What follows belongs to an exercise in optimizing a design on an open flow for small area, a short achievable clock period and few clock cycles; a production flow would make more cautious choices.
The RTL was checked by simulation tests, not by an equivalence proof against the original design.
Power is estimated from default activity; no workload was simulated.

[design/flow/design.v]
module pllsyn_codec (
    input  wire        clk,
    input  wire        rst,
    input  wire        start,    
    input  wire        dec,      
    input  wire [1:0]  fam,      
    input  wire [31:0] din,      
    output reg         done,     
    output reg  [31:0] dout,     
    output reg         match     
);
    localparam FAM_N = 2'd0, FAM_P = 2'd1, FAM_M = 2'd2;
    function [16:0] special;
        input [1:0] f;
        input [1:0] raw;
        begin
            case (f)
                FAM_N:   special = (raw == 2'd0) ? 17'h003FF : (raw == 2'd1) ? 17'h00302 : 17'h00202;
                FAM_P:   special = (raw == 2'd0) ? 17'h0007F : (raw == 2'd1) ? 17'h00062 : 17'h00042;
                default: special = (raw == 2'd0) ? 17'h1FFFF : (raw == 2'd1) ? 17'h18003 : 17'h10003;
            endcase
        end
    endfunction
    function [14:0] seed;
        input [1:0] f;
        begin
            case (f)
                FAM_N:   seed = 15'h0040;
                FAM_P:   seed = 15'h0008;
                default: seed = 15'h2000;
            endcase
        end
    endfunction
    function [15:0] maxraw;
        input [1:0] f;
        begin
            case (f)
                FAM_N:   maxraw = 16'd256;
                FAM_P:   maxraw = 16'd32;
                default: maxraw = 16'd32768;
            endcase
        end
    endfunction
    function [14:0] step;
        input [1:0]  f;
        input [14:0] x;
        begin
            case (f)
                FAM_N:   step = {7'd0, ^(x[7:0] & 8'h1D), x[7:1]};
                FAM_P:   step = {10'd0, ^(x[4:0] & 5'h05), x[4:1]};
                default: step = {^(x[14:0] & 15'h0003), x[14:1]};
            endcase
        end
    endfunction
    reg        busy;
    reg        mode_dec;
    reg [1:0]  f_r;
    reg [31:0] target;    
    reg [14:0] x;         
    reg [15:0] cnt;       
    wire [15:0] fmax = maxraw(fam);
    always @(posedge clk) begin
        if (rst) begin
            busy  <= 1'b0;
            done  <= 1'b0;
            dout  <= 32'd0;
            match <= 1'b0;
        end else begin
            done <= 1'b0;
            if (!busy) begin
                if (start) begin
                    mode_dec <= dec;
                    f_r      <= fam;
                    target   <= din;
                    x        <= seed(fam);
                    if (!dec) begin
                        if (din <= 32'd2) begin
                            dout <= {15'd0, special(fam, din[1:0])};
                            done <= 1'b1;
                        end else if (din > {16'd0, fmax}) begin
                            dout <= {17'd0, seed(fam)};
                            done <= 1'b1;
                        end else begin
                            cnt  <= fmax - din[15:0];
                            busy <= 1'b1;
                        end
                    end else begin
                        if (din == {15'd0, special(fam, 2'd0)}) begin
                            dout <= 32'd0; match <= 1'b1; done <= 1'b1;
                        end else if (din == {15'd0, special(fam, 2'd1)}) begin
                            dout <= 32'd1; match <= 1'b1; done <= 1'b1;
                        end else if (din == {15'd0, special(fam, 2'd2)}) begin
                            dout <= 32'd2; match <= 1'b1; done <= 1'b1;
                        end else begin
                            cnt  <= fmax;
                            busy <= 1'b1;
                        end
                    end
                end
            end else if (!mode_dec) begin
                if (cnt == 16'd0) begin
                    dout <= {17'd0, x};
                    done <= 1'b1;
                    busy <= 1'b0;
                end else begin
                    x   <= step(f_r, x);
                    cnt <= cnt - 16'd1;
                end
            end else begin
                if (target == {17'd0, x}) begin
                    dout  <= {16'd0, cnt};
                    match <= 1'b1;
                    done  <= 1'b1;
                    busy  <= 1'b0;
                end else if (cnt == 16'd3) begin
                    dout  <= 32'd0;
                    match <= 1'b0;
                    done  <= 1'b1;
                    busy  <= 1'b0;
                end else begin
                    x   <= step(f_r, x);
                    cnt <= cnt - 16'd1;
                end
            end
        end
    end
endmodule
module pllsyn_div (
    input  wire        clk,
    input  wire        rst,
    input  wire        start,
    input  wire [43:0] dividend,
    input  wire [33:0] divisor,
    output reg         done,
    output reg  [43:0] quot,
    output reg  [33:0] rem
);
    reg        busy;
    reg [5:0]  bits;
    reg [43:0] q;
    reg [34:0] r;
    reg [33:0] d;
    wire [34:0] r_sh  = {r[33:0], q[43]};
    wire [35:0] r_sub = {1'b0, r_sh} - {2'b0, d};
    always @(posedge clk) begin
        if (rst) begin
            busy <= 1'b0;
            done <= 1'b0;
        end else begin
            done <= 1'b0;
            if (!busy) begin
                if (start) begin
                    q    <= dividend;
                    r    <= 35'd0;
                    d    <= divisor;
                    bits <= 6'd44;
                    busy <= 1'b1;
                end
            end else if (bits == 6'd0) begin
                quot <= q;
                rem  <= r[33:0];
                done <= 1'b1;
                busy <= 1'b0;
            end else begin
                if (!r_sub[35]) begin
                    r <= r_sub[34:0];
                    q <= {q[42:0], 1'b1};
                end else begin
                    r <= r_sh;
                    q <= {q[42:0], 1'b0};
                end
                bits <= bits - 6'd1;
            end
        end
    end
endmodule
module pllsyn_selfilt (
    input  wire [31:0] m,
    input  wire        byp,      
    output wire [4:0]  selp,
    output wire [5:0]  seli,
    output wire [3:0]  selr
);
    wire [31:0] me = byp ? (m >> 1) : m;
    wire [9:0]  me_lo   = me[9:0];              
    wire [10:0] formula = 11'd4 * (11'd1024 / ({1'b0, me_lo} + 11'd9));
    reg [10:0] seli_raw;
    always @(*) begin
        if (me > 32'd16384)
            seli_raw = 11'd1;
        else if (me > 32'd8192)
            seli_raw = 11'd2;
        else if (me > 32'd2048)
            seli_raw = 11'd4;
        else if (me >= 32'd501)
            seli_raw = 11'd8;
        else if (me >= 32'd60)
            seli_raw = formula;
        else
            seli_raw = {5'd0, me[5:2], 2'b00} + 11'd4;
    end
    assign seli = (seli_raw > 11'd63) ? 6'd63 : seli_raw[5:0];
    assign selp = (me < 32'd60) ? (me[5:1] + 5'd1) : 5'd31;
    assign selr = 4'd0;
endmodule
module pllsyn (
    input  wire        clk,
    input  wire        rst,
    input  wire        cmd_valid,
    output wire        cmd_ready,
    input  wire [7:0]  cmd,
    input  wire [31:0] op_a,
    input  wire [31:0] op_b,
    input  wire [1:0]  op_f,
    output reg  [31:0] res_r,
    output reg         res_mt,
    output reg  [2:0]  res_st,
    output reg  [9:0]  ps_ndec,
    output reg  [6:0]  ps_pdec,
    output reg  [18:0] ps_mult,
    output reg  [4:0]  ps_selp,
    output reg  [5:0]  ps_seli,
    output reg  [3:0]  ps_selr,
    output reg         ps_directi,
    output reg         ps_directo,
    output reg         ps_bypass,
    output reg         ps_fbdiv2,
    output reg         ps_ssen
);
    localparam [2:0] ST_OK = 3'd0, ST_IN_LOW = 3'd1, ST_IN_HIGH = 3'd2,
                     ST_OUT_HIGH = 3'd3, ST_OUT_LOW = 3'd4, ST_INT_LIMIT = 3'd5;
    localparam [31:0] OUT_MAX   = 32'd150000000;
    localparam [31:0] OUT_MIN   = 32'd1171875;
    localparam [33:0] CCO_MIN   = 34'd75000000;
    localparam [31:0] IN_MIN    = 32'd4000;
    localparam [31:0] SS_IN_MIN = 32'd2000000;
    localparam [33:0] SS_REF    = 34'd3000000;
    localparam [33:0] GCD_MIN   = 34'd20000;
    localparam [4:0]
        S_IDLE    = 5'd0,
        S_CODEC   = 5'd1,    
        S_CHECK   = 5'd2,    
        S_SSDIV   = 5'd3,    
        S_PLOOP   = 5'd4,    
        S_GCDSET  = 5'd5,
        S_GCD     = 5'd6,
        S_ADIV    = 5'd7,    
        S_REF     = 5'd8,
        S_REFDIV  = 5'd9,    
        S_MDIV    = 5'd10,   
        S_FDIV    = 5'd11,   
        S_ENCN    = 5'd12,
        S_ENCP    = 5'd13,
        S_ENCM    = 5'd14,
        S_WRITE   = 5'd15,
        S_FAIL    = 5'd16,
        S_SELFILT = 5'd17;
    reg [4:0]  state;
    reg [7:0]  c_cmd;
    reg [31:0] fin, fout;
    reg        fb2, ss;
    reg [8:0]  n;         
    reg [5:0]  p;         
    reg        directo;
    reg [33:0] cco;
    reg [33:0] cco_step;  
    reg [33:0] gu, gv;    
    reg [5:0]  gk;        
    reg [33:0] ffref;     
    reg [31:0] m;         
    reg [10:0] frac;
    reg [9:0]  ndec;
    reg [6:0]  pdec;
    reg [18:0] mult;
    reg [2:0]  fail_st;
    wire [33:0] gcd_res = (gu | gv) << gk;
    wire [33:0] ff_fin = fb2 ? {1'b0, fin, 1'b0} : {2'b0, fin};
    assign cmd_ready = (state == S_IDLE);
    reg         div_start;
    reg  [43:0] div_a;
    reg  [33:0] div_b;
    wire        div_done;
    wire [43:0] div_q;
    wire [33:0] div_r;
    pllsyn_div u_div (
        .clk(clk), .rst(rst), .start(div_start),
        .dividend(div_a), .divisor(div_b),
        .done(div_done), .quot(div_q), .rem(div_r)
    );
    reg         cod_start;
    reg         cod_dec;
    reg  [1:0]  cod_fam;
    reg  [31:0] cod_in;
    wire        cod_done;
    wire [31:0] cod_out;
    wire        cod_match;
    pllsyn_codec u_codec (
        .clk(clk), .rst(rst), .start(cod_start), .dec(cod_dec),
        .fam(cod_fam), .din(cod_in),
        .done(cod_done), .dout(cod_out), .match(cod_match)
    );
    wire        synth_cmd = (c_cmd == 8'h30);
    wire [31:0] sf_m   = synth_cmd ? m : fin;
    wire        sf_byp = synth_cmd ? ~fb2 : fb2;
    wire [4:0]  sf_selp;
    wire [5:0]  sf_seli;
    wire [3:0]  sf_selr;
    pllsyn_selfilt u_selfilt (
        .m(sf_m), .byp(sf_byp),
        .selp(sf_selp), .seli(sf_seli), .selr(sf_selr)
    );
    always @(posedge clk) begin
        if (rst) begin
            state      <= S_IDLE;
            c_cmd      <= 8'd0;
            div_start  <= 1'b0;
            cod_start  <= 1'b0;
            res_r      <= 32'd0;
            res_mt     <= 1'b0;
            res_st     <= 3'd0;
            ps_ndec    <= 10'd0;
            ps_pdec    <= 7'd0;
            ps_mult    <= 19'd0;
            ps_selp    <= 5'd0;
            ps_seli    <= 6'd0;
            ps_selr    <= 4'd0;
            ps_directi <= 1'b0;
            ps_directo <= 1'b0;
            ps_bypass  <= 1'b0;
            ps_fbdiv2  <= 1'b0;
            ps_ssen    <= 1'b0;
        end else begin
            div_start <= 1'b0;
            cod_start <= 1'b0;
            case (state)
                S_IDLE: begin
                    if (cmd_valid) begin
                        c_cmd <= cmd;
                        fin   <= op_a;
                        fout  <= op_b;
                        fb2   <= op_f[0];
                        ss    <= op_f[1];
                        case (cmd)
                            8'h10, 8'h11, 8'h12, 8'h13, 8'h14, 8'h15: begin
                                cod_start <= 1'b1;
                                cod_dec   <= cmd[0];
                                cod_fam   <= cmd[2:1];
                                cod_in    <= op_a;
                                state     <= S_CODEC;
                            end
                            8'h20:   state <= S_SELFILT;
                            8'h30:   state <= S_CHECK;
                            default: state <= S_IDLE;
                        endcase
                    end
                end
                S_CODEC: begin
                    if (cod_done) begin
                        res_r  <= cod_out;
                        if (c_cmd[0])
                            res_mt <= cod_match;
                        res_st <= ST_OK;
                        state  <= S_IDLE;
                    end
                end
                S_SELFILT: begin
                    res_r  <= {8'd0, 4'd0, sf_selr, 2'd0, sf_seli, 3'd0, sf_selp};
                    res_st <= ST_OK;
                    state  <= S_IDLE;
                end
                S_CHECK: begin
                    n <= 9'd1;
                    if (fout > OUT_MAX) begin
                        fail_st <= ST_OUT_HIGH;
                        state   <= S_FAIL;
                    end else if (fout < OUT_MIN) begin
                        fail_st <= ST_OUT_LOW;
                        state   <= S_FAIL;
                    end else if (ss) begin
                        if (fin < SS_IN_MIN) begin
                            fail_st <= ST_IN_LOW;
                            state   <= S_FAIL;
                        end else begin
                            div_a     <= {12'd0, fin};
                            div_b     <= SS_REF;
                            div_start <= 1'b1;
                            state     <= S_SSDIV;
                        end
                    end else if (fin < IN_MIN) begin
                        fail_st <= ST_IN_LOW;
                        state   <= S_FAIL;
                    end else begin
                        state <= S_PLOOP;
                    end
                    p        <= 6'd0;
                    directo  <= 1'b1;
                    cco      <= {2'b0, fout};
                    cco_step <= 34'd0;
                end
                S_SSDIV: begin
                    if (div_done) begin
                        if (div_q > 44'd256) begin
                            fail_st <= ST_IN_HIGH;
                            state   <= S_FAIL;
                        end else begin
                            n     <= div_q[8:0];
                            state <= S_PLOOP;
                        end
                    end
                end
                S_PLOOP: begin
                    if (cco >= CCO_MIN) begin
                        state <= S_GCDSET;
                    end else if (p == 6'd32) begin
                        fail_st <= ST_INT_LIMIT;
                        state   <= S_FAIL;
                    end else begin
                        p        <= p + 6'd1;
                        cco      <= cco_step + {1'b0, fout, 1'b0};
                        cco_step <= cco_step + {1'b0, fout, 1'b0};
                        directo  <= 1'b0;
                    end
                end
                S_GCDSET: begin
                    if (!ss && fin > IN_MIN && cco >= {2'b0, fin}) begin
                        gu    <= cco;
                        gv    <= ff_fin;
                        gk    <= 6'd0;
                        state <= S_GCD;
                    end else begin
                        state <= S_REF;
                    end
                end
                S_GCD: begin
                    if (gu == 34'd0 || gv == 34'd0) begin
                        if (gcd_res > GCD_MIN) begin
                            div_a     <= {10'd0, ff_fin};
                            div_b     <= gcd_res;
                            div_start <= 1'b1;
                            state     <= S_ADIV;
                        end else begin
                            state <= S_REF;
                        end
                    end else if (!gu[0] && !gv[0]) begin
                        gu <= gu >> 1;
                        gv <= gv >> 1;
                        gk <= gk + 6'd1;
                    end else if (!gu[0]) begin
                        gu <= gu >> 1;
                    end else if (!gv[0]) begin
                        gv <= gv >> 1;
                    end else if (gu >= gv) begin
                        gu <= (gu - gv) >> 1;
                    end else begin
                        gv <= (gv - gu) >> 1;
                    end
                end
                S_ADIV: begin
                    if (div_done) begin
                        if (div_q != 44'd0 && div_q < 44'd256)
                            n <= div_q[8:0];
                        state <= S_REF;
                    end
                end
                S_REF: begin
                    div_a     <= {12'd0, fin};
                    div_b     <= {25'd0, n};
                    div_start <= 1'b1;
                    state     <= S_REFDIV;
                end
                S_REFDIV: begin
                    if (div_done) begin
                        ffref     <= fb2 ? {1'b0, div_q[31:0], 1'b0} : {2'b0, div_q[31:0]};
                        div_a     <= {10'd0, cco};
                        div_b     <= fb2 ? {1'b0, div_q[31:0], 1'b0} : {2'b0, div_q[31:0]};
                        div_start <= 1'b1;
                        state     <= S_MDIV;
                    end
                end
                S_MDIV: begin
                    if (div_done) begin
                        m    <= div_q[31:0];
                        if (ss) begin
                            div_a     <= {div_r[32:0], 11'd0};
                            div_b     <= ffref;
                            div_start <= 1'b1;
                            state     <= S_FDIV;
                        end else begin
                            if ((ffref - div_r) < div_r)
                                m <= div_q[31:0] + 32'd1;
                            cod_start <= 1'b1;
                            cod_dec   <= 1'b0;
                            cod_fam   <= 2'd0;
                            cod_in    <= {23'd0, n};
                            state     <= S_ENCN;
                        end
                    end
                end
                S_FDIV: begin
                    if (div_done) begin
                        frac      <= div_q[10:0];
                        cod_start <= 1'b1;
                        cod_dec   <= 1'b0;
                        cod_fam   <= 2'd0;
                        cod_in    <= {23'd0, n};
                        state     <= S_ENCN;
                    end
                end
                S_ENCN: begin
                    if (cod_done) begin
                        ndec      <= cod_out[9:0];
                        cod_start <= 1'b1;
                        cod_fam   <= 2'd1;
                        cod_in    <= {26'd0, p};
                        state     <= S_ENCP;
                    end
                end
                S_ENCP: begin
                    if (cod_done) begin
                        pdec <= cod_out[6:0];
                        if (ss) begin
                            mult  <= {m[7:0], frac};
                            state <= S_WRITE;
                        end else begin
                            cod_start <= 1'b1;
                            cod_fam   <= 2'd2;
                            cod_in    <= m;
                            state     <= S_ENCM;
                        end
                    end
                end
                S_ENCM: begin
                    if (cod_done) begin
                        mult  <= {2'b0, cod_out[16:0]};
                        state <= S_WRITE;
                    end
                end
                S_WRITE: begin
                    ps_ndec    <= ndec;
                    ps_pdec    <= pdec;
                    ps_mult    <= mult;
                    ps_selp    <= ss ? 5'd0 : sf_selp;
                    ps_seli    <= ss ? 6'd0 : sf_seli;
                    ps_selr    <= ss ? 4'd0 : sf_selr;
                    ps_directi <= (n == 9'd1);
                    ps_directo <= directo;
                    ps_bypass  <= 1'b0;
                    ps_fbdiv2  <= fb2;
                    ps_ssen    <= ss;
                    res_st     <= ST_OK;
                    state      <= S_IDLE;
                end
                S_FAIL: begin
                    res_st <= fail_st;
                    state  <= S_IDLE;
                end
                default: state <= S_IDLE;
            endcase
        end
    end
endmodule
[design/flow/run.sh]
#!/bin/bash
# synth_recipe.tcl (not shown) runs the flow's synth.tcl, then flattens the netlist and writes it again
# the make line also repeats each setting of config.mk as NAME=value (left out here)
make -C /OpenROAD-flow-scripts/flow DESIGN_CONFIG=/design/flow/config.mk WORK_HOME=/design/flow/orfs CLKGATE_MAP_FILE= SYNTH_SCRIPT=/design/flow/synth_recipe.tcl finish
[design/flow/config.mk]
export PLATFORM = sky130hd
export DESIGN_NAME = pllsyn
export DESIGN_NICKNAME = pllsyn
export VERILOG_FILES = /design/flow/design.v
export SDC_FILE = /design/flow/constraint.sdc
export NUM_CORES = 4
export LEC_CHECK = 0
export CAP_MARGIN = 20
export CORE_MARGIN = 2
export CORE_UTILIZATION = 40
export SLEW_MARGIN = 20
[design/flow/constraint.sdc]
create_clock -name core_clock -period 19.5 [get_ports {clk}]
set_input_delay 3.9000 -clock core_clock [delete_from_list [all_inputs] [get_ports {clk}]]
set_output_delay 3.9000 -clock core_clock [all_outputs]
set_load 0.01 [all_outputs]
==> tab_implementation.tex <==
\begin{tabular}{lr}
\hline
Metric & Value \\
\hline
\multicolumn{2}{l}{\textbf{Run status}} \\
\quad Outcome & no timing/DRC/antenna violations \\
\multicolumn{2}{l}{\textbf{Synth}} \\
\quad Number of synthesized register bits & approximately 820 \\
\quad Area share of and/or/nand/nor cells after synthesis & between 10 and 15\% \\
\quad Number of distinct library cells after synthesis & a little over 100 \\
\quad Fraction of the mapped netlist area in compound gates & between 10\% and 20\% \\
\quad Fraction of synthesized cell area taken by the top area cell type & roughly two fifths \\
\quad Dominant combinational cell family by area after synthesis & compound AO/OA/AOI/OAI gates \\
\quad Largest cells by area after synthesis & edfxtp\_1 41\%, ha\_1 8.4\%, dfxtp\_1 4.2\%, a21oi\_1 3.3\%, nand2\_1 3.2\% \\
\quad EDFF count, synth & 710 \\
\quad Primary flip-flop cell chosen by synthesis mapping & edfxtp\_1 \\
\quad Most instantiated cells after synthesis & 710 x edfxtp\_1, 438 x nand2\_1, 414 x nor2\_1 \\
\quad Count of mapped cells out of synthesis & 5023 \\
\quad Combined area of all synthesized cells & between 50000 and 60000 sq um \\
\quad Ys async rst share & 0\% \\
\quad Multiplexer share of the synthesized area & a little over 6\% \\
\quad Number of warnings reported in the yosys synthesis log & 4 \\
\quad Part of the Yosys area used for sequential elements & 45.73\% \\
\quad Adder-cell share of the synthesized area & 8.546\% \\
\quad Share of the synthesized netlist area taken by xor and xnor gates & under 10\% \\
\quad Post-Synthesis Mean Instance Area & 10.23 sq um \\
\quad Yosys top cell by area & edfxtp\_1 \\
\quad Count leader, synth & edfxtp\_1 \\
\multicolumn{2}{l}{\textbf{Run}} \\
\quad Max capacitance violation total & 0 \\
\multicolumn{2}{l}{\textbf{Route}} \\
\quad Average wire per cell in the routed design & about 26 microns \\
\quad Avg Vias per Cell & about 6.1 \\
\quad Detailed Route Iter0 Violations & between 5000 and 6000 \\
\quad Routed Antenna Nets & 0 \\
\quad Remaining design rule violation count & 0 \\
\quad Number of optimization iterations in the first detailed-route pass & 7 \\
\quad WL final & $\sim$180 mm \\
\quad Detailed-route via count & between 40000 and 50000 \\
\multicolumn{2}{l}{\textbf{Clocking}} \\
\quad TritonCTS clock tree & yes \\
\quad Clock latency reported for the late side of the worst-skew pair & between 0.7 and 0.8 ns \\
\quad Number of buffers created by CTS & 92 \\
\quad Number of H-tree branching levels & 3 \\
\quad Post-CTS Hold Buffers & 0 \\
\quad Largest buffer count on any clock path & 3 \\
\quad Post-CTS clock slew at the launch and capture registers of the worst setup and hold paths & $\sim$0.060 ns \\
\quad Buffer cell driving the clock tree root & clkbuf\_16 \\
\quad Clock tree sinks & between 800 and 900 \\
\multicolumn{2}{l}{\textbf{GRT}} \\
\quad Global-route layer with the greatest usage & met2 \\
\quad Remaining Overflow, GRT & 0 \\
\quad Initial antenna violation count & 15 \\
\quad Wire length of the first global-routing pass & around 260 mm \\
\quad Met3 GRT Util & 5.266\% \\
\quad GRT met2 Usage & a little over 40\% \\
\quad Pin count of the biggest net entering global routing & 72 \\
\quad Overall global routing resource usage & about a quarter \\
\quad Vias in the first global route & $\sim$39000 \\
\quad M1 GR Usage & between 30 and 40\% \\
\multicolumn{2}{l}{\textbf{Critical path}} \\
\quad Data required time at the worst endpoint & 20.11 ns \\
\quad Worst path max stage delay & around 0.65 ns \\
\quad Type of destination of the critical path & flop \\
\quad Biggest fanout along the worst timing path & 13 \\
\quad Critical path class & flop to flop \\
\quad Startpoint kind of the worst setup timing path & flop \\
\quad Cell type of the slowest stage on the worst timing path & or4\_4 \\
\quad CP arrival & $\sim$19 ns \\
\quad Number of buffer and inverter instances along the worst setup path & 4 \\
\quad Top delay family on crit path & compound AO/OA/AOI/OAI gates \\
\multicolumn{2}{l}{\textbf{Timing}} \\
\quad Number of setup violations in the final report & 0 \\
\quad Crit path time final & between 15 and 20 ns \\
\quad RSZ-0062 raised after global routing & no \\
\quad Setup tns final & 0 ns \\
\quad Peak clock frequency supported by timing & roughly 0.055 GHz \\
\quad Number of hold-slack violations in the final timing report & 0 \\
\quad Final worst slack & between 1 and 1.5 ns \\
\quad Slew at the pin with the worst max-slew slack & between 1 and 1.5 ns \\
\quad Number of pins with negative max-slew slack in the final report & 0 \\
\quad Part of the cycle the worst path needs & a little over nine tenths \\
\quad Worst relative slew slack & between 20\% and 30\% \\
\quad Clock Skew & $\sim$0.038 ns \\
\multicolumn{2}{l}{\textbf{Die}} \\
\quad Starting utilization of the core area & between 40\% and 50\% \\
\quad Total Die Area & approximately 130000 sq um \\
\quad Total I/O pin count & 170 \\
\quad Height of the chip & 362.4 microns \\
\quad Chip width & between 300 and 400 microns \\
\quad Num rows & about 130 \\
\quad Floorplan core area & about 130000 sq um \\
\multicolumn{2}{l}{\textbf{Power}} \\
\quad Relative contribution of the clock network to total power & 31.9\% \\
\quad Internal power summed over all cells & approximately 3.8 mW \\
\quad Reg power frac & 39.8\% \\
\quad Pleak & approximately 22 nW \\
\quad Worst vdd ir & about 74 uV \\
\quad Sw Share & around a third \\
\quad Design Power & 5.698 mW \\
\quad Power density over cell area & 98.19 nW/um\^{}2 \\
\quad Portion of total power attributed to combinational logic & $\sim$28\% \\
\quad Net switching power of the design & between 1.5 and 2 mW \\
\multicolumn{2}{l}{\textbf{Hold path}} \\
\quad Hold Path Class & flop to flop \\
\multicolumn{2}{l}{\textbf{Placed design}} \\
\quad Gpl congestion & around 1.0 \\
\quad Setup slack after placement & between 0.2 and 0.25 ns \\
\quad Number of port buffers & about 150 \\
\quad Detailed Place HPWL & around 130 mm \\
\multicolumn{2}{l}{\textbf{Cells and area}} \\
\quad Proportion of layout cells with a drive suffix above 1 & a little under a tenth \\
\quad Final nets & between 5000 and 6000 \\
\quad Fill count & 11970 \\
\quad Area Growth Syn to Fin & 12.92\% \\
\hline
\end{tabular}
flip-flops by register name (all words and copies together), names as in the netlist, 11 cells and up:
name,flops
gv,33
u_div.quot,44
frac,11
fin,32
u_div.d,34
ps_mult,19
u_div.rem,34
cco,33
div_b,34
u_div.q,44
div_a,44
fout,32
mult,19
u_codec.target,32
u_codec.dout,17
res_r,17
m,32
u_codec.x,15
ffref,33
gu,34
u_codec.cnt,16
u_div.r,34
cco_step,32
cod_in,32
layout by cell type, fill, tap and decap left out, types with 47 or more instances in the layout:
master / count
dfxtp_1: 108
mux2i_1: 90
a31oi_1: 47
nand4_1: 51
nand2b_1: 56
nand3_1: 109
nand2_1: 435
nor4_1: 83
buf_4: 100
a21oi_1: 335
a221oi_1: 47
and3_1: 55
o21ai_0: 210
xnor2_1: 154
edfxtp_1: 710
clkbuf_16: 92
nor3_1: 108
nor2_1: 404
mux2_2: 113
xor2_1: 112
a21o_1: 117
and2_1: 62
ha_1: 342
a22oi_1: 59
inv_1: 289
clkdlybuf4s50_1: 148
routing by layer:
metal | up-vias | wire length, microns | part of all wire [%]
met5 | - | 108 | 0.061
met4 | 18 | 8334 | 4.7
met3 | 392 | 16650 | 9.4
met2 | 2087 | 78470 | 44
met1 | 20310 | 74440 | 42
li1 | 18910 | - | -
layout make-up:
cell class	count	area, sq um	area share (%)
multi-input combinational	3663	25940	44.70
sequential	819	23510	40.51
clock buffer	111	2414	4.159
timing repair buffer	250	2242	3.864
tap	1662	2079	3.583
inverter	295	1107	1.908
clock inverter	61	728.2	1.255
antenna	5	12.51	0.02156
metrics by stage:
step	hold slack, ns	cells	area (sq um)	util, %
after floorplan	0.4003	5044	51470	-
after global placement	0.4026	6679	54750	42.93
after detailed placement	0.4045	6681	54760	42.94
after CTS	0.4166	6853	57900	45.40
after global routing	0.4144	6861	58020	45.50
final	0.4153	6866	58030	45.51
power groups by stage:
| stage | Clock, mW | Combinational (mW) | Sequential, mW |
|---|---|---|---|
| global route | 1.92 | 1.76 | 2.27 |
| CTS | 1.85 | 1.58 | 2.26 |
| floorplan | 0 | 1.13 | 2.21 |
| detailed placement | 0 | 1.57 | 2.30 |
| finish | 1.82 | 1.61 | 2.27 |
| global placement | 0 | 1.56 | 2.29 |
cells by family (layout without fill, tap and decap cells):
| logic type | count (synthesis) | count (layout) |
|---|---|---|
| adders and majority gates | 348 | 348 |
| muxes | 246 | 246 |
| other | 2 | 28 |
| AOI/OAI and AO/OA | 1255 | 1255 |
| and+or+nand+nor | 1525 | 1525 |
| xor gates and xnor gates | 266 | 266 |
| DFF | 819 | 819 |
| buffers and inverters | 562 | 717 |
timing repair:
item / in CTS / in global routing
resized for setup: 0 / 13
setup endpoints to repair: 0 / 2
buffers inserted: 0 / 8
final timing paths:
kind	to	from	cells after the start	slack, ns
hold / removal	u_div.d[13]$_DFFE_PP_	div_b[13]$_SDFFCE_PN0P_	0	0.42
hold reg to reg	u_div.d[13]$_DFFE_PP_	div_b[13]$_SDFFCE_PN0P_	0	0.42
setup reg to reg	ps_seli[2]$_SDFFE_PP0N_	c_cmd[0]$_SDFFE_PP0P_	83	1.15
setup / recovery	ps_seli[2]$_SDFFE_PP0N_	c_cmd[0]$_SDFFE_PP0P_	83	1.15
Testbench counts, summed over its fixed seeds: cycles 3,127,894.

## port drivers added, routing unchanged
How much do the figures lean on ideal ports? The routed layout below was timed once more, with nothing changed but the port constraints. Step 1 sets driving cells, clkbuf_16 on the clock port and buf_2 on the other inputs (assumed; they add their load-dependent delay and slew). Step 2 moves the port delays by t, midway between the first and last clock arrival at a register: inputs arrive t later, outputs are due t later. That takes back most of the time a late clock gives input paths. Slacks: ideal / step 1 / step 2; pairs: ideal / step 1.
t, ns: 0.800
slack for setup (ns): 1.152 / 1.152 / 1.152
hold slack, ns: 0.415 / 0.415 / 0.415
worst setup path after step 2: register to register
latest minus earliest clock arrival (ns): 0.038 / 0.038
After both steps this run still meets setup and hold. For this run, drivers alone change the setup slack by 0.000 ns; drivers and shift together by 0.000 ns.
